From an optimization exercise on the open Yosys and OpenROAD flow, aimed at small area and a short achievable clock period; shortcuts taken in it are not production practice.
The RTL was checked by simulation tests, not by an equivalence proof against the original design.
Power is estimated from default activity; no workload was simulated.

== old ==
==> flow/design.v <==
module frame_detect (
    input  wire         clk,
    input  wire         rst,           
    input  wire         in_valid,
    input  wire [15:0]  in_mag,
    output reg          msg_valid,
    output reg          msg_long,
    output wire [111:0] msg_data
);
    reg         rst_q;           
    reg         ev;              
    reg  [15:0] x;               
    always @(posedge clk) begin
        rst_q <= rst;
        ev    <= in_valid & ~rst;
        x     <= in_mag;
    end
    reg [15:0] w1, w2, w3, w4, w5, w6, w7, w8, w9, w10, w11;
    always @(posedge clk) begin
        if (ev) begin
            w1 <= x;  w2 <= w1; w3 <= w2; w4 <= w3; w5 <= w4;
            w6 <= w5; w7 <= w6; w8 <= w7; w9 <= w8; w10 <= w9;
            w11 <= w10;
        end
    end
    wire g1 = w1 > x;            
    wire g2 = w2 > x;
    wire g3 = w3 > x;
    wire g4 = w4 > x;
    wire g5 = w5 > x;
    wire g6 = w6 > x;
    wire l1 = w1 < x;            
    reg q1, q2, q3, q4, q5;
    always @(posedge clk) begin
        if (ev) begin
            q1 <= g1;
            q2 <= q1 & g2;
            q3 <= q2 & g3;
            q4 <= q3 & g4;
            q5 <= q4 & g5;
        end
    end
    reg  [17:0] part_q;
    reg  [15:0] mean_q;
    reg  [17:0] mean3_q;
    reg         mean_nz;
    wire [17:0] peak_sum = part_q + x;
    always @(posedge clk)
        if (ev) begin
            part_q  <= w8 + w6 + w1;
            mean_q  <= peak_sum[17:2];
            mean3_q <= 3 * mean_q;
            mean_nz <= mean_q != 16'd0;
        end
    wire quiet = mean_nz &&
                 ({2'b00, w11} < mean3_q) && ({2'b00, w9} < mean3_q) &&
                 ({2'b00, w4}  < mean3_q) && ({2'b00, w2} < mean3_q);
    reg        seen;             
    reg [14:1] pv;
    wire       verdict = pv[14] & q5 & g6;      
    always @(posedge clk) begin
        if (rst_q) begin
            seen <= 1'b0;
            pv   <= 14'd0;
        end else if (ev) begin
            seen   <= 1'b1;
            pv[1]  <= seen & g1;                 
            pv[2]  <= pv[1] & l1;                
            pv[3]  <= pv[2];
            pv[4]  <= pv[3];
            pv[5]  <= pv[4];
            pv[6]  <= pv[5] & q3 & g4;           
            pv[7]  <= pv[6] & l1;                
            pv[8]  <= pv[7] & g1;                
            pv[9]  <= pv[8] & l1;                
            pv[10] <= pv[9];
            pv[11] <= pv[10] & quiet;            
            pv[12] <= pv[11];
            pv[13] <= pv[12];
            pv[14] <= pv[13];
        end
    end
    reg        act;              
    reg        cur_long;
    reg  [7:0] fc;
    reg        pend;
    reg  [6:0] pc;
    reg [55:0] p, q;
    reg        stg;              
    reg        e_skip_end;       
    reg        e_pres_long;      
    reg        e_pres_short;     
    reg        e_lo;             
    reg        e_hi;             
    reg        e_to_p;           
    reg        e_to_q;           
    reg        e_move;           
    wire       cont   = act & ~e_skip_end;
    wire       act_n  = cont | (~act & verdict);
    wire       long_n = (act & (fc == 8'd1)) ? g1 : cur_long;
    wire       pend_n = (pend & ~e_pres_short) | (e_skip_end & ~cur_long);
    wire       stg_n  = (stg & ~e_move) | (act & (fc == 8'd1) & pend);
    wire       lo_n   = cont & ~fc[0] & (fc <= 8'd110);
    wire       hi_n   = cont & ~fc[0] & (fc >= 8'd112) & (fc <= 8'd222) & long_n;
    always @(posedge clk) begin
        if (rst_q) begin
            act          <= 1'b0;
            pend         <= 1'b0;
            stg          <= 1'b0;
            e_skip_end   <= 1'b0;
            e_pres_long  <= 1'b0;
            e_pres_short <= 1'b0;
            e_lo         <= 1'b0;
            e_hi         <= 1'b0;
            e_to_p       <= 1'b0;
            e_to_q       <= 1'b0;
            e_move       <= 1'b0;
        end else if (ev) begin
            act      <= act_n;
            cur_long <= long_n;
            pend     <= pend_n;
            stg      <= stg_n;
            fc       <= act ? fc + 8'd1 : 8'd0;
            pc       <= pend ? pc + 7'd1 : 7'd0;
            e_skip_end   <= cont & (fc == (long_n ? 8'd237 : 8'd125));
            e_pres_long  <= cont & long_n & (fc == 8'd222);
            e_pres_short <= pend_n & pend & (pc == 7'd95);
            e_lo         <= lo_n;
            e_hi         <= hi_n;
            e_to_p       <= lo_n & ~(pend_n | stg_n);
            e_to_q       <= (lo_n & (pend_n | stg_n)) | hi_n;
            e_move       <= stg_n & ~pend_n & ~lo_n & ~hi_n;
        end
    end
    always @(posedge clk) begin
        if (ev) begin
            if (e_to_p)
                p <= {p[54:0], g1};
            else if (e_move)
                p <= q;
            if (e_to_q)
                q <= {q[54:0], g1};
        end
    end
    reg [3:0] lng;
    always @(posedge clk) begin
        msg_valid <= ev & ~rst & (e_pres_long | e_pres_short);
        if (ev & (e_pres_long | e_pres_short))
            msg_long <= e_pres_long;
        lng[0] <= e_pres_long;
        lng[1] <= e_pres_long & ev;
        lng[2] <= e_pres_long & ~e_pres_short;
        lng[3] <= e_pres_long & ~rst;
    end
    assign msg_data = {p, q & {{14{lng[3]}}, {14{lng[2]}}, {14{lng[1]}}, {14{lng[0]}}}};
endmodule
export LEC_CHECK = 0
export ABC_AREA = 1
export CAP_MARGIN = 20
export CORE_MARGIN = 2
export CORE_UTILIZATION = 40
export CTS_BUF_LIST = sky130_fd_sc_hd__clkbuf_16
export CTS_CLUSTER_DIAMETER = 80
export CTS_CLUSTER_SIZE = 30
export SLEW_MARGIN = 20
create_clock -name core_clock -period 10.0 [get_ports {clk}]
standard.sh (not shown) runs the stock make flow with config.mk's settings and CLKGATE_MAP_FILE= SYNTH_SCRIPT=/design/flow/synth_recipe.tcl, a recipe that flattens the netlist after the stock synthesis.
==> flow/flow/run.sh <==
#!/bin/bash
set -euo pipefail
export BUFFER_PORTS_ARGS="-buffer_cell sky130_fd_sc_hd__buf_2"
export SETUP_SLACK_MARGIN=7
bash standard.sh > flow.log 2>&1
Having completed the whole flow, old delivered a layout that passed the timing, DRC and antenna checks.
## Diff of input files: new against old
# old
export LEC_CHECK = 0
export ABC_AREA = 1
export CAP_MARGIN = 20
export CORE_MARGIN = 2
export CORE_UTILIZATION = 40
export CTS_BUF_LIST = sky130_fd_sc_hd__clkbuf_16
export CTS_CLUSTER_DIAMETER = 80
export CTS_CLUSTER_SIZE = 30
export SLEW_MARGIN = 20
create_clock -name core_clock -period 10.0 [get_ports {clk}]
# new
export LEC_CHECK = 0
export ABC_AREA = 1
export CAP_MARGIN = 20
export CORE_MARGIN = 2
export CORE_UTILIZATION = 40
export CTS_BUF_LIST = sky130_fd_sc_hd__clkbuf_8
export CTS_CLUSTER_SIZE = 30
export SLEW_MARGIN = 20
create_clock -name core_clock -period 10.0 [get_ports {clk}]
Results
- Summary of new over old: total global routing track utilization rose 0.68 points; non-clock buffer count saw a decrease; worst setup margin -67 ps; utilization went up by 0.91 points.
- new against old; reported net switching power is up slightly.
- As of new, worst vdd rail ir drop had fallen by more than a quarter compared to old.
- [new] post-layout minimum cycle time rose 67 ps relative to old
- Between old and new, the flow reports cell area increasing slightly.
- Between old and new, the flow reports first-pass GRT wire length increasing by a few percent.

[re-timing with driven ports]
The results above use ideal ports. As a check the final layouts listed here were re-extracted and re-timed, cells and wires unchanged. Step 1 assumes that a clkbuf_16 drives the clock port and a buf_2 every other input. Step 2, shift: input delay + t, output delay - t, t = (earliest + latest rising clock arrival at the registers) / 2. This alone moves slack from input paths to output paths. Three values: ideal ports, drivers, drivers and shift; two values: the first two.
run | shift t [ns] | setup slack, ns | pins driven straight from the clock port
old | 0.641 | 6.680 / 6.621 / 7.262 | 1
new | 0.678 | 6.614 / 6.566 / 7.244 | 1
After both steps setup and hold are still met in every run listed.
